This design comes from an exercise in tuning for small area, a short achievable clock period and few clock cycles per item on the open sky130 flow, not from production work. No run shown here included a check of the RTL's function; only the layout flow was run. No activity file was given, so power comes from the tool's default toggle rates.

==> flow/design.v <==
module tcmp_crc16_byte (
    input  wire [15:0] crc_in,
    input  wire [7:0]  data,
    output reg  [15:0] crc_out
);
    integer i;
    reg [15:0] c;
    always @(*) begin
        c = crc_in ^ {8'h00, data};
        for (i = 0; i < 8; i = i + 1) begin
            if (c[0])
                c = (c >> 1) ^ 16'h8408;
            else
                c = c >> 1;
        end
        crc_out = c;
    end
endmodule
module tcmp_rx (
    input  wire        clk,
    input  wire        rst,
    input  wire        in_valid,
    input  wire [7:0]  in_byte,
    output wire        in_ready,
    output reg         ud_valid,
    output reg  [7:0]  ud_byte,
    output reg         ev_valid,
    output reg  [1:0]  ev_kind,
    output wire [15:0] ev_family,
    output wire [7:0]  ev_code,
    output wire [15:0] ev_paylen
);
    localparam [7:0] FLAG = 8'h7E;
    localparam [7:0] ESC  = 8'h7D;
    localparam [1:0] EV_MSG  = 2'd1;
    localparam [1:0] EV_HDLC = 2'd2;
    localparam [1:0] EV_TCMP = 2'd3;
    reg        esc;        
    reg        bad;        
    reg        body;       
    reg [15:0] cnt;        
    reg        lcs_ok;     
    reg [15:0] plen;       
    reg        short;      
    reg        lo_borrow;  
    reg [15:0] family;     
    reg [7:0]  code;
    reg [7:0]  last2;      
    reg [15:0] crc;        
    assign in_ready  = 1'b1;
    assign ev_family = family;
    assign ev_code   = code;
    assign ev_paylen = plen;
    reg       in_v;
    reg [7:0] in_b;
    reg       is_flag, is_esc, esc_ok;
    always @(posedge clk) begin
        in_v    <= in_valid && !rst;
        in_b    <= in_byte;
        is_flag <= (in_byte == FLAG);
        is_esc  <= (in_byte == ESC);
        esc_ok  <= (in_byte == 8'h5D) || (in_byte == 8'h5E);
    end
    wire [7:0] unesc_val = {in_b[7:6], in_b[5] ^ esc, in_b[4:0]};
    wire produce = in_v && !is_flag && !bad &&
                   (esc ? esc_ok : !is_esc);
    wire [15:0] crc_next;
    tcmp_crc16_byte u_crc (.crc_in(crc), .data(last2), .crc_out(crc_next));
    reg [15:0] cnt_inc;
    integer i;
    always @(*) begin
        for (i = 0; i < 16; i = i + 1)
            cnt_inc[i] = cnt[i] ^ &(cnt | ~((16'd1 << i) - 16'd1));
    end
    wire [2:0]  hpos    = cnt[2:0];    
    wire [7:0]  lcs_s  = plen[15:8] ^ plen[7:0] ^ family[15:8];
    wire [7:0]  lcs_c  = (plen[15:8] & plen[7:0]) | (plen[15:8] & family[15:8]) |
                         (plen[7:0] & family[15:8]);
    wire [7:0]  lcs_y  = {lcs_c[6:0], 1'b0};
    wire        lcs_zero = ((lcs_s ^ lcs_y) == {lcs_s[6:0] | lcs_y[6:0], 1'b0});
    wire [8:0]  plen_lo_m5 = {1'b0, plen[7:0]} - 9'd5;
    wire [8:0]  plen_hi_m1 = {1'b0, plen[15:8]} - {8'd0, lo_borrow};
    wire        empty   = !body && (hpos == 3'd0);
    wire decode_ok = body && lcs_ok && !short && (cnt == plen) &&
                     (crc == {last2, ud_byte});
    always @(posedge clk) begin
        if (rst) begin
            esc      <= 1'b0;
            bad      <= 1'b0;
            body     <= 1'b0;
            cnt      <= 16'hFFF8;
            crc      <= 16'h6363;
            ud_valid <= 1'b0;
            ev_valid <= 1'b0;
        end else begin
            ud_valid <= produce;
            ev_valid <= 1'b0;
            if (in_v) begin
                if (is_flag) begin
                    ev_valid <= bad || esc || !empty;
                    ev_kind  <= (bad || esc) ? EV_HDLC :
                                decode_ok    ? EV_MSG  : EV_TCMP;
                    esc  <= 1'b0;
                    bad  <= 1'b0;
                    body <= 1'b0;
                    cnt  <= 16'hFFF8;
                    crc  <= 16'h6363;
                end else if (!bad) begin
                    if (esc) begin
                        esc <= 1'b0;
                        if (!esc_ok)
                            bad <= 1'b1;
                    end else if (is_esc) begin
                        esc <= 1'b1;
                    end
                end
            end
            if (produce) begin
                ud_byte <= unesc_val;
                last2   <= ud_byte;
                if (!(body && cnt == 16'hFFFF))
                    cnt <= cnt_inc;
                if (!body && hpos == 3'd7)
                    body <= 1'b1;
                if (!body) begin
                    case (hpos)
                        3'd0: plen[15:8]   <= unesc_val;
                        3'd1: plen[7:0]    <= unesc_val;
                        3'd2: family[15:8] <= unesc_val;
                        3'd3: begin
                            lcs_ok       <= lcs_zero;
                            plen[7:0]    <= plen_lo_m5[7:0];
                            lo_borrow    <= plen_lo_m5[8];
                            family[15:8] <= unesc_val;
                        end
                        3'd4: begin
                            plen[15:8]   <= plen_hi_m1[7:0];
                            short        <= plen_hi_m1[8];
                            family[7:0]  <= unesc_val;
                        end
                        3'd5: code         <= unesc_val;
                        default: ;
                    endcase
                end
                if (body || hpos >= 3'd2)
                    crc <= crc_next;
            end
        end
    end
endmodule
module tcmp_tx (
    input  wire        clk,
    input  wire        rst,
    input  wire        msg_valid,
    output reg         msg_ready,
    input  wire [15:0] msg_family,
    input  wire [7:0]  msg_code,
    input  wire [15:0] msg_paylen,
    input  wire        pl_valid,
    output reg         pl_ready,
    input  wire [7:0]  pl_byte,
    output reg         out_valid,
    input  wire        out_ready,
    output reg  [7:0]  out_byte
);
    localparam [7:0] FLAG = 8'h7E;
    localparam [7:0] ESC  = 8'h7D;
    localparam S_IDLE = 0,    
               S_LENH = 1,
               S_LENL = 2,
               S_LCS  = 3,
               S_FAMH = 4,
               S_FAML = 5,
               S_CODE = 6,
               S_PAY  = 7,
               S_CRCH = 8,
               S_CRCL = 9,
               S_EOF  = 10;
    reg [10:0] state;
    reg [15:0] remain;     
    reg        esc_pend;   
    reg        esc_bit;    
    reg [15:0] crc;
    reg        pay_last;   
    reg        skid_v;     
    reg [7:0]  skid;
    wire is_packet = !state[S_IDLE] && !state[S_EOF];
    wire [7:0] cur = ({8{state[S_LENH] | state[S_LCS]}} & remain[15:8]) |
                     ({8{state[S_LENL]}} & remain[7:0]) |
                     ({8{state[S_FAMH]}} & msg_family[15:8]) |
                     ({8{state[S_FAML]}} & msg_family[7:0]) |
                     ({8{state[S_CODE]}} & msg_code) |
                     ({8{state[S_PAY]}}  & pl_byte) |
                     ({8{state[S_CRCH]}} & crc[15:8]) |
                     ({8{state[S_CRCL]}} & crc[7:0]) |
                     ({8{!is_packet}}    & FLAG);
    wire cur_esc   = (cur[7:2] == 6'b011111) && (cur[1] ^ cur[0]);    
    wire have_byte = state[S_IDLE] ? msg_valid :
                     state[S_PAY]  ? pl_valid  : 1'b1;
    wire make      = !skid_v && (esc_pend || have_byte);
    wire advance   = !skid_v && !esc_pend && have_byte;
    wire [7:0] line_byte = esc_pend               ? {6'b010111, !esc_bit, esc_bit} :   
                           (is_packet && cur_esc) ? ESC : cur;
    wire out_free = !out_valid || out_ready;
    wire skid_v_n = out_free ? 1'b0 : (skid_v || make);
    wire pay_zero = (msg_paylen == 16'd0);
    wire [10:0] state_adv;
    assign state_adv[S_IDLE] = state[S_EOF];
    assign state_adv[S_LENH] = state[S_IDLE];
    assign state_adv[S_LENL] = state[S_LENH];
    assign state_adv[S_LCS]  = state[S_LENL];
    assign state_adv[S_FAMH] = state[S_LCS];
    assign state_adv[S_FAML] = state[S_FAMH];
    assign state_adv[S_CODE] = state[S_FAML];
    assign state_adv[S_PAY]  = (state[S_CODE] && !pay_zero) || (state[S_PAY] && !pay_last);
    assign state_adv[S_CRCH] = (state[S_CODE] && pay_zero) || (state[S_PAY] && pay_last);
    assign state_adv[S_CRCL] = state[S_CRCH];
    assign state_adv[S_EOF]  = state[S_CRCL];
    wire [10:0] state_n    = advance ? state_adv : state;
    wire        esc_pend_n = make ? (!esc_pend && is_packet && cur_esc) : esc_pend;
    reg [15:0] remain_dec;
    reg [15:0] len;
    reg [7:0]  lcs_sum;    
    reg [7:0]  lcs;        
    reg        cy;
    integer i;
    always @(*) begin
        for (i = 0; i < 16; i = i + 1)
            remain_dec[i] = remain[i] ^ ~|(remain & ((16'd1 << i) - 16'd1));
        cy = 1'b0;
        for (i = 0; i < 16; i = i + 1) begin
            len[i] = msg_paylen[i] ^ (i == 0 || i == 2) ^ cy;
            cy     = (i == 0 || i == 2) ? (msg_paylen[i] | cy) : (msg_paylen[i] & cy);
        end
        cy = 1'b0;
        for (i = 0; i < 8; i = i + 1) begin
            lcs_sum[i] = remain[8+i] ^ remain[i] ^ cy;
            cy         = (remain[8+i] & remain[i]) | (cy & (remain[8+i] | remain[i]));
        end
        for (i = 0; i < 8; i = i + 1)
            lcs[i] = ~(lcs_sum[i] ^ ~|(lcs_sum & ((8'd1 << i) - 8'd1)));
    end
    wire [15:0] crc_next;
    tcmp_crc16_byte u_crc (.crc_in(crc), .data(cur), .crc_out(crc_next));
    always @(posedge clk) begin
        if (rst) begin
            state     <= 11'd1 << S_IDLE;
            esc_pend  <= 1'b0;
            msg_ready <= 1'b0;
            pl_ready  <= 1'b0;
            skid_v    <= 1'b0;
            out_valid <= 1'b0;
        end else begin
            state     <= state_n;
            esc_pend  <= esc_pend_n;
            skid_v    <= skid_v_n;
            msg_ready <= state_n[S_CODE] && !esc_pend_n && !skid_v_n;
            pl_ready  <= state_n[S_PAY]  && !esc_pend_n && !skid_v_n;
            if (out_free) begin
                out_valid <= skid_v || make;
                out_byte  <= skid_v ? skid : line_byte;
            end
            if (!skid_v)
                skid <= line_byte;
            if (make && !esc_pend)
                esc_bit <= cur[0];
            if (advance) begin
                if (state[S_IDLE])
                    crc <= 16'h6363;
                else if (!state[S_CRCH] && !state[S_CRCL] && !state[S_EOF])
                    crc <= crc_next;
                if (state[S_IDLE])
                    remain <= len;
                if (state[S_LENH])
                    remain[15:8] <= lcs;
                if (state[S_CODE]) begin
                    remain   <= msg_paylen;
                    pay_last <= (msg_paylen == 16'd1);
                end
                if (state[S_PAY]) begin
                    remain   <= remain_dec;
                    pay_last <= (remain == 16'd2);
                end
            end
        end
    end
endmodule
module tcmp_codec (
    input  wire        clk,
    input  wire        rst,
    input  wire        rx_valid,
    input  wire [7:0]  rx_byte,
    output wire        rx_ready,
    output wire        ud_valid,
    output wire [7:0]  ud_byte,
    output wire        ev_valid,
    output wire [1:0]  ev_kind,
    output wire [15:0] ev_family,
    output wire [7:0]  ev_code,
    output wire [15:0] ev_paylen,
    input  wire        msg_valid,
    output wire        msg_ready,
    input  wire [15:0] msg_family,
    input  wire [7:0]  msg_code,
    input  wire [15:0] msg_paylen,
    input  wire        pl_valid,
    output wire        pl_ready,
    input  wire [7:0]  pl_byte,
    output wire        tx_valid,
    input  wire        tx_ready,
    output wire [7:0]  tx_byte
);
    tcmp_rx u_rx (
        .clk(clk), .rst(rst),
        .in_valid(rx_valid), .in_byte(rx_byte), .in_ready(rx_ready),
        .ud_valid(ud_valid), .ud_byte(ud_byte),
        .ev_valid(ev_valid), .ev_kind(ev_kind), .ev_family(ev_family),
        .ev_code(ev_code), .ev_paylen(ev_paylen)
    );
    tcmp_tx u_tx (
        .clk(clk), .rst(rst),
        .msg_valid(msg_valid), .msg_ready(msg_ready),
        .msg_family(msg_family), .msg_code(msg_code), .msg_paylen(msg_paylen),
        .pl_valid(pl_valid), .pl_ready(pl_ready), .pl_byte(pl_byte),
        .out_valid(tx_valid), .out_ready(tx_ready), .out_byte(tx_byte)
    );
endmodule
==> flow/flow/run.sh <==
#!/bin/bash
# Standard layout, with plain buffers (not delay cells) on the ports.
export BUFFER_PORTS_ARGS="-buffer_cell sky130_fd_sc_hd__buf_2"
bash standard.sh > standard.log 2>&1
==> flow/standard.sh <==
#!/bin/bash
# synth_recipe.tcl (not shown) runs the flow's synth.tcl, then flattens the netlist and writes it again
# the make line also repeats each setting of config.mk as NAME=value (left out here)
make -C /OpenROAD-flow-scripts/flow DESIGN_CONFIG=/design/flow/config.mk WORK_HOME=/design/flow/orfs CLKGATE_MAP_FILE= SYNTH_SCRIPT=/design/flow/synth_recipe.tcl "${@:-finish}"
==> flow/config.mk <==
export PLATFORM = sky130hd
export DESIGN_NAME = tcmp_codec
export DESIGN_NICKNAME = tcmp_codec
export VERILOG_FILES = /design/flow/design.v
export SDC_FILE = /design/flow/constraint.sdc
export NUM_CORES = 4
export LEC_CHECK = 0
export CAP_MARGIN = 20
export CORE_MARGIN = 2
export CORE_UTILIZATION = 70
export CTS_BUF_LIST = sky130_fd_sc_hd__clkbuf_4 sky130_fd_sc_hd__clkbuf_8
export PLACE_DENSITY = 0.85
export SETUP_SLACK_MARGIN = 2.2
export SLEW_MARGIN = 20
==> flow/constraint.sdc <==
create_clock -name core_clock -period 4.5 [get_ports {clk}]
set_input_delay 0.9000 -clock core_clock [delete_from_list [all_inputs] [get_ports {clk}]]
set_output_delay 0.9000 -clock core_clock [all_outputs]
set_load 0.01 [all_outputs]
==> impl_results.md, run 1 <==
- Die Area: 0.0146 mm2
- DRT Pass-1 Iters: 8
- Synth area leaders: edfxtp_1 35%, dfxtp_1 14%, xnor2_1 6.9%, ha_1 5.4%, nor2_1 3.4%
- Post-synth EDFFs: 111
- Non-Filler Instances: 1,240
- Main synth FF type: edfxtp_1
- Wire per inst: 20.6 um
- Cells after DPL: 1,170
- Antenna violations before repair: 0
- HP Start: u_rx.ud_byte[7]
- Syn-to-layout area delta: 19.2%
- Post-layout nets: 1,167
- Core Footprint: 0.0133 mm2
- PwrDens: 313 mW/mm2
- Placer congestion estimate: 0.931
- Synth Area in Compound Gates: 11.4%
- Largest net degree at the start of global routing: 36
- Layout cells sized above 1: 27.3%
- R2r worst-path depth: 14
- Max H-tree Level: 4
- Residual overflow from global routing: 0
- Most common cell after layout, fill and taps aside: buf_2
- P_leak: 4.30 nW
- Crit end category: register
- Post-synth ARST share: 0%
- Xor-xnor portion of the synthesized cell area: 10.9%
- Max-cap viol count: 0
- Setup slack after layout: 0.914 ns
- Die width: 121 um
- Total of warnings raised by yosys: 3
- Via Count: 7,702
- Clock slew at reported path FFs: 0.10 ns
- Yosys reg bits: 176
- DRC Markers: 0
- CTS tree: built
- Number of global-route vias before repair: 7,143
- Mux contribution to synthesized area: 2.17%
- Global-route wire length before repair: 37,800 um
- Syn_nets: 1,026
- DRT antenna net count: 0
- I/O pins: 126
- Avg Cell Area, Syn: 10.5 um2
- Critical path type: reg -> reg
- Post-Synth Adder-Cell Area: 8.07%
- Synth area leader: edfxtp_1
- Required @ worst endpoint: 4.74 ns
- Pre-CTS WS: 0.390 ns
- Hold-fix buffers, CTS: 0
- Rows: 42
- Skew-Pair Late Insertion Delay: 0.49 ns
- CTS Buf Count: 17
- Status: timing/DRC/antenna clean
- Fmax: 0.279 GHz
- Post-Synth Simple-Gate Area: 14.8%
- Cell variety after synth: 66
- Fin crit share: 79.7%
- Max clock buf depth: 2
- RSZ-0062 raised after global routing: yes
- RR Endpoint: u_tx.remain[14]
- Post-route minimum period: 3.59 ns
- Most frequent cells in the layout: 121 x buf_2, 111 x edfxtp_1, 82 x nor2_1, 74 x xnor2_1, 60 x a21oi_1
- HPWL Detailed: 16,900 um
- Fin area: 0.0114 mm2
- Total clock sinks: 176
- Worst setup SP type: register
- Max Slew Vio Count: 0
- Worst setup endpoint: u_tx.remain[14]
- Die Span Y: 121 um
- Total Power: 3.58 mW
- HP Class: reg -> reg
- Total Routing Usage GR: 34.2%
- Largest family of logic cells by synthesized area: simple AND/OR/NAND/NOR gates
- Worst rel slew slack: 34.5%
- Fin Setup TNS: 0 ns
- Number of port buffers: 124
- Setup-failing EPs final: 0
- Measured slew at the worst slew-check pin: 0.980 ns
- Crit path max fanout: 3
- # diodes: 0
- Peak VDD IR: 0.000356 V
- Worst R2R Setup Slack: 0.91 ns
- Crit path DAT: 3.83 ns
- Sequential area share after synthesis: 48.4%
- Initial Util: 72.0%
- Placement Cell Area: 0.0105 mm2
- Setup crit start: u_tx.remain[0]
- Hold Violations, Final: 0
- Initial DRC count: 989
- Via/cell ratio: 6.21
- Root Driver: clkbuf_8
- Synthesized area: 0.00958 mm2
- Total Wirelength: 25,500 um
- Synth Instances: 910
- Top cell type's share of synthesized area: 34.8%
- RR Startpoint: u_tx.remain[0]
- Clock skew: 0.0115 ns
synthesized netlist by cell type, drive strengths merged, types with 5 or more instances:
master,number
clkbuf,29
nand3,16
nand2b,14
nand4,18
and3,13
a31oi,13
nor3b,9
nor2,86
a21oi,62
inv,48
ha,41
xor2,32
a221oi,9
fa,13
a211oi,11
o21ai,33
mux2i,14
dfxtp,65
nand2,49
edfxtp,111
a22oi,11
mux2,6
a22o,5
xnor2,79
buf,21
nor4,11
and2,10
nor3,25
nor2b,19
a211o,5
registers in the layout, summed over array words and instances, names as in the netlist, 2 cells and up:
name,flops
u_rx.cnt,16
u_rx.crc,16
u_rx.family,16
u_rx.plen,16
u_tx.crc,16
u_tx.remain,16
u_tx.state,11
u_rx.code,8
u_rx.in_b,8
u_rx.last2,8
u_rx.ud_byte,8
u_tx.out_byte,8
u_tx.skid,8
u_rx.ev_kind,2
power breakdown:
part | total (mW) | internal (mW) | switching [mW]
clock | 1.08 | 0.420 | 0.664
sequential | 1.87 | 1.80 | 0.0769
combinational | 0.619 | 0.292 | 0.327
total | 3.58 | 2.51 | 1.07
logic make-up after synthesis:
| group | after synthesis |
|---|---|
| other | 1 |
| buffers and inverters | 98 |
| AND/OR/NAND/NOR | 282 |
| multiplexers | 20 |
| adder cells (fa/ha/maj) | 54 |
| XOR/XNOR | 113 |
| flip-flops | 176 |
| AO/OA/AOI/OAI | 166 |
metal layers:
layer / routed length (um) / vias up / part of all wire, % / GRT usage, %
li1: - / 3517 / - / -
met1: 10200 / 3654 / 40 / 48.2
met2: 12200 / 458 / 48 / 53.2
met3: 2410 / 73 / 9.5 / 6.95
met4: 663 / 0 / 2.6 / 11.5
met5: 0 / - / 0 / 0
cell type report:
class,instances,area [um2]
Inverter,48,183
Clock buffer,17,234
Timing Repair Buffer,172,1030
Fill cell,717,1870
Multi-Input combinational cell,636,4940
Clock inverter,15,168
Tap cell,176,220
Sequential cell,176,4650
worst max-delay path, stage by stage, from the launching register on:
cell      delay, ns
edfxtp_1       0.42
ha_2           0.20
inv_2          0.04
fa_2           0.33
fa_2           0.35
fa_2           0.36
inv_2          0.06
fa_2           0.18
fa_2           0.20
fa_2           0.46
nor4_4         0.19
nor2_1         0.07
mux2i_1        0.14
o21ai_1        0.08
mux2_4         0.27
worst min-delay path by stage:
stage	endpoint	slack [ns]	cells after the start
floorplan	u_rx.esc	0.48	2
global placement	u_rx.last2[2]	0.49	0
detailed placement	u_rx.last2[7]	0.49	0
CTS	u_rx.in_b[6]	0.50	1
global route	u_rx.in_b[4]	0.50	1
finish	u_rx.last2[7]	0.51	0
metrics by stage:
step	hold WS [ns]	utilization, %
detailed placement	0.486	79.2
CTS	0.498	83.7
floorplan	0.476	-
global placement	0.488	79.2
global route	0.503	85.9
finish	0.509	85.9
what timing repair did:
action	CTS	global route
setup buffers	11	27
pin swaps	28	19
hold endpoints to repair	0	0
setup endpoints to repair	122	69
resized for setup	35	28
==> run 2: changes to the inputs <==
--- a/flow/design.v
+++ b/flow/design.v
@@ -73,11 +73,10 @@
             cnt_inc[i] = cnt[i] ^ &(cnt | ~((16'd1 << i) - 16'd1));
     end
     wire [2:0]  hpos    = cnt[2:0];    
-    wire [7:0]  lcs_s  = plen[15:8] ^ plen[7:0] ^ family[15:8];
-    wire [7:0]  lcs_c  = (plen[15:8] & plen[7:0]) | (plen[15:8] & family[15:8]) |
-                         (plen[7:0] & family[15:8]);
-    wire [7:0]  lcs_y  = {lcs_c[6:0], 1'b0};
-    wire        lcs_zero = ((lcs_s ^ lcs_y) == {lcs_s[6:0] | lcs_y[6:0], 1'b0});
+    wire [7:0]  len_sum  = plen[15:8] + plen[7:0];
+    wire [7:0]  lcs_x    = family[7:0];
+    wire [7:0]  lcs_y    = family[15:8];
+    wire        lcs_zero = ((lcs_x ^ lcs_y) == {lcs_x[6:0] | lcs_y[6:0], 1'b0});
     wire [8:0]  plen_lo_m5 = {1'b0, plen[7:0]} - 9'd5;
     wire [8:0]  plen_hi_m1 = {1'b0, plen[15:8]} - {8'd0, lo_borrow};
     wire        empty   = !body && (hpos == 3'd0);
@@ -126,7 +125,10 @@
                     case (hpos)
                         3'd0: plen[15:8]   <= unesc_val;
                         3'd1: plen[7:0]    <= unesc_val;
-                        3'd2: family[15:8] <= unesc_val;
+                        3'd2: begin
+                            family[15:8] <= unesc_val;
+                            family[7:0]  <= len_sum;
+                        end
                         3'd3: begin
                             lcs_ok       <= lcs_zero;
                             plen[7:0]    <= plen_lo_m5[7:0];
@@ -219,26 +221,10 @@
     wire [10:0] state_n    = advance ? state_adv : state;
     wire        esc_pend_n = make ? (!esc_pend && is_packet && cur_esc) : esc_pend;
     reg [15:0] remain_dec;
-    reg [15:0] len;
-    reg [7:0]  lcs_sum;    
-    reg [7:0]  lcs;        
-    reg        cy;
     integer i;
     always @(*) begin
         for (i = 0; i < 16; i = i + 1)
             remain_dec[i] = remain[i] ^ ~|(remain & ((16'd1 << i) - 16'd1));
-        cy = 1'b0;
-        for (i = 0; i < 16; i = i + 1) begin
-            len[i] = msg_paylen[i] ^ (i == 0 || i == 2) ^ cy;
-            cy     = (i == 0 || i == 2) ? (msg_paylen[i] | cy) : (msg_paylen[i] & cy);
-        end
-        cy = 1'b0;
-        for (i = 0; i < 8; i = i + 1) begin
-            lcs_sum[i] = remain[8+i] ^ remain[i] ^ cy;
-            cy         = (remain[8+i] & remain[i]) | (cy & (remain[8+i] | remain[i]));
-        end
-        for (i = 0; i < 8; i = i + 1)
-            lcs[i] = ~(lcs_sum[i] ^ ~|(lcs_sum & ((8'd1 << i) - 8'd1)));
     end
     wire [15:0] crc_next;
     tcmp_crc16_byte u_crc (.crc_in(crc), .data(cur), .crc_out(crc_next));
@@ -270,9 +256,11 @@
                 else if (!state[S_CRCH] && !state[S_CRCL] && !state[S_EOF])
                     crc <= crc_next;
                 if (state[S_IDLE])
-                    remain <= len;
+                    remain <= msg_paylen + 16'd5;
                 if (state[S_LENH])
-                    remain[15:8] <= lcs;
+                    remain[15:8] <= remain[15:8] + remain[7:0];
+                if (state[S_LENL])
+                    remain[15:8] <= 8'h00 - remain[15:8];
                 if (state[S_CODE]) begin
                     remain   <= msg_paylen;
                     pay_last <= (msg_paylen == 16'd1);
==> run 2 against run 1 <==
- global-route usage up 2.3 points
- fmax is 40% higher
- cell count grew 7.4%
- synthesized cell count increased by 9.9%
- critical path depth fell by 8
- flip-flop and latch count did not move
- critical endpoint is now u_tx.remain[15]
- largest cell class unchanged
- highest routed layer unchanged
==> impl_results.md, run 2 <==
- Status: timing/DRC/antenna clean
- Total Wirelength: 28,100 um
- Fin area: 0.0116 mm2
- Top cell type's share of synthesized area: 33.6%
- Die width: 123 um
- Max clock buf depth: 2
- Placer congestion estimate: 0.939
- Post-synth ARST share: 0%
- Crit path DAT: 2.80 ns
- Root Driver: clkbuf_8
- Fmax: 0.390 GHz
- Clock slew at reported path FFs: 0.10 ns
- Cells after DPL: 1,265
- Synth Instances: 1,000
- Largest net degree at the start of global routing: 38
- Worst setup endpoint: u_tx.remain[15]
- Max H-tree Level: 4
- Sequential area share after synthesis: 46.7%
- Met3 WL: 2570 um
- Cell variety after synth: 73
- Post-Synth Simple-Gate Area: 16.7%
- RR Endpoint: u_tx.remain[15]
- Met2 WL post-DR: 14,000 um
- Peak VDD IR: 0.000277 V
- Post-Synth Adder-Cell Area: 5.70%
- Global-route wire length before repair: 41,900 um
- Placement Cell Area: 0.0107 mm2
- PwrDens: 312 mW/mm2
- Total Routing Usage GR: 36.5%
- Most common cell after layout, fill and taps aside: buf_2
- Most frequent cells in the layout: 124 x buf_2, 111 x edfxtp_1, 87 x nor2_1, 70 x nand2_1, 67 x xnor2_1
- Xor-xnor portion of the synthesized cell area: 12.2%
- Crit path max-delay family: compound AO/OA/AOI/OAI gates
- Die Area: 0.0152 mm2
- Hold Violations, Final: 0
- Worst R2R Setup Slack: 1.93 ns
- Post-synth EDFFs: 111
- HPWL Detailed: 18,600 um
- R2r worst-path depth: 6
- Rows: 43
- Max-cap viol count: 0
- Core Footprint: 0.0139 mm2
- Mux contribution to synthesized area: 1.29%
- Via/cell ratio: 6.53
- Yosys reg bits: 176
- Critical path depth: 6
- Crit end category: register
- CTS Buf Count: 17
- RR Startpoint: u_tx.remain[3]
- Crit path max fanout: 5
- Syn-to-layout area delta: 16.6%
- DRT antenna net count: 0
- Worst rel slew slack: 39.2%
- Most frequent cells after synthesis: 111 x edfxtp_1, 95 x nor2_1, 74 x nand2_1
- Worst setup SP type: register
- Syn_nets: 1,106
- Cell with the most instances after synthesis: edfxtp_1
- Total of warnings raised by yosys: 3
- DRT Pass-1 Iters: 7
- I/O pins: 126
- Synth area leaders: edfxtp_1 34%, dfxtp_1 13%, xnor2_1 6.3%, ha_1 5.3%, xor2_1 5.3%
- Residual overflow from global routing: 0
- Setup-failing EPs final: 0
- Buf+Inv Stages, Crit Path: 0
- Synthesized area: 0.00993 mm2
- Number of port buffers: 124
- Avg Cell Area, Syn: 9.93 um2
- Crit-path max cell delay: 0.55 ns
- Pre-CTS WS: 1.74 ns
- Antenna violations before repair: 0
- Layout cells sized above 1: 24.7%
- Non-Filler Instances: 1,332
- Fin crit share: 57.0%
- Post-route minimum period: 2.57 ns
- Synth area leader: edfxtp_1
- Via Count: 8,700
- Wire per inst: 21.1 um
- Max layer used: met4
- Hold-fix buffers, CTS: 0
- DRT met1 WL: 10,100 um
- Max Slew Vio Count: 0
- # diodes: 0
- Die Span Y: 123 um
- P_leak: 4.54 nW
- Total clock sinks: 176
- Fin Setup TNS: 0 ns
- Required @ worst endpoint: 4.74 ns
- Skew-Pair Late Insertion Delay: 0.47 ns
- Measured slew at the worst slew-check pin: 0.909 ns
- Setup slack after layout: 1.93 ns
- HP Class: reg -> reg
- CTS tree: built
- Critical path's slowest cell: edfxtp_1
- Clock skew: 0.0149 ns
- Setup crit start: u_tx.remain[3]
- RSZ-0062 raised after global routing: yes
- Post-layout nets: 1,245
- Main synth FF type: edfxtp_1
- Number of global-route vias before repair: 8,221
- Critical path type: reg -> reg
- Worst path cell trace: ha_1 > o21a_1 > a211oi_2 > nor2_1 > or4b_4 > a31o_2
- DRC Markers: 0
- Synth Area in Compound Gates: 13.2%
- Initial Util: 71.5%
- Initial DRC count: 1,009
- Largest family of logic cells by synthesized area: simple AND/OR/NAND/NOR gates
## run 2: cell types whose count changed in the layout (fill, tap and decap cells not counted), sizes merged, moves of 8 or more
cell,delta
nor2,+9
fa,-11
nand2,+25
mux2i,-8
nor3,+9
xor2,+28
o21ai,+18
## run 2: metal layers
layer | GRT usage [%] | vias to the layer above
li1 | - | 3857
met1 | 44.0 | 4116
met4 | 16.2 | 0
met2 | 62.9 | 591
met3 | 7.98 | 136
met5 | 0 | -
## run 2: final cells by class
| class | count | area (um2) |
|---|---|---|
| fillers | 793 | 2310 |
| inverters | 53 | 199 |
| well taps | 180 | 225 |
| repair buffers | 166 | 947 |
| clock inverters | 15 | 160 |
| multi-input cells | 725 | 5160 |
| flip-flops and latches | 176 | 4650 |
| clock buffers | 17 | 234 |
## run 2: how the worst min path moves through the flow
stage	to	from	slack, ns	cells after the start
final	u_rx.last2[2]	u_rx.ud_byte[2]	0.51	0
after global routing	u_rx.in_b[3]	rx_byte[3]	0.52	1
after CTS	u_rx.crc[12]	u_rx.crc[12]	0.52	2
after detailed placement	u_rx.last2[2]	u_rx.ud_byte[2]	0.50	0
after global placement	u_rx.last2[2]	u_rx.ud_byte[2]	0.49	0
after floorplan	u_rx.cnt[10]	u_rx.cnt[10]	0.46	2
## run 2: cell families (layout without fill, tap and decap cells)
logic type      after synthesis  count (layout)
fa+ha+maj                    44              44
other cells                   1               1
xor+xnor                    134             134
compound gates              200             200
mux                          12              12
flops                       176             176
simple gates                333             334
buf+inv                     100             251
## run 2: report_power, final
part	total, mW	switching, mW	internal [mW]
Sequential	1.89	0.0914	1.80
Combinational	0.613	0.330	0.283
Clock	1.11	0.605	0.502
Total	3.61	1.03	2.59
## run 2: through the flow
step / util (%) / hold slack [ns] / total power [mW]
after CTS: 81.2 / 0.516 / 3.54
after global placement: 77.2 / 0.494 / 2.42
after detailed placement: 77.2 / 0.503 / 2.44
after floorplan: - / 0.465 / 2.27
after global routing: 83.4 / 0.518 / 3.72
final: 83.4 / 0.511 / 3.61
## run 2: timing repair
| action | CTS | global route |
|---|---|---|
| pin swaps | 8 | 16 |
| endpoints found under the setup margin | 71 | 85 |
| gates resized for setup | 17 | 45 |
| gates cloned | 0 | 1 |
| setup buffers | 15 | 19 |

[static timing again, ports no longer ideal]
The flow's constraints put no driver on any port. The routed layouts listed below were extracted and timed again, unchanged, in two steps. Step 1 assumes that a clkbuf_16 drives the clock port and a buf_2 every other input. Step 2 moves the port delays by t, midway between the first and last clock arrival at a register: inputs arrive t later, outputs are due t later. That takes back most of the time a late clock gives input paths. Three values: no drivers, after step 1, after step 2; two values: the first two.
| run | shift t [ns] | setup slack, ns | worst setup path after step 2 |
|---|---|---|---|
| run 1 | 0.520 | 0.914 / 0.914 / 0.474 | input to register |
| run 2 | 0.494 | 1.933 / 1.933 / 1.677 | input to register |
After both steps every run listed still meets setup and hold. For run 1, which loses most, drivers alone change the setup slack by 0.000 ns; drivers and shift together by -0.440 ns.
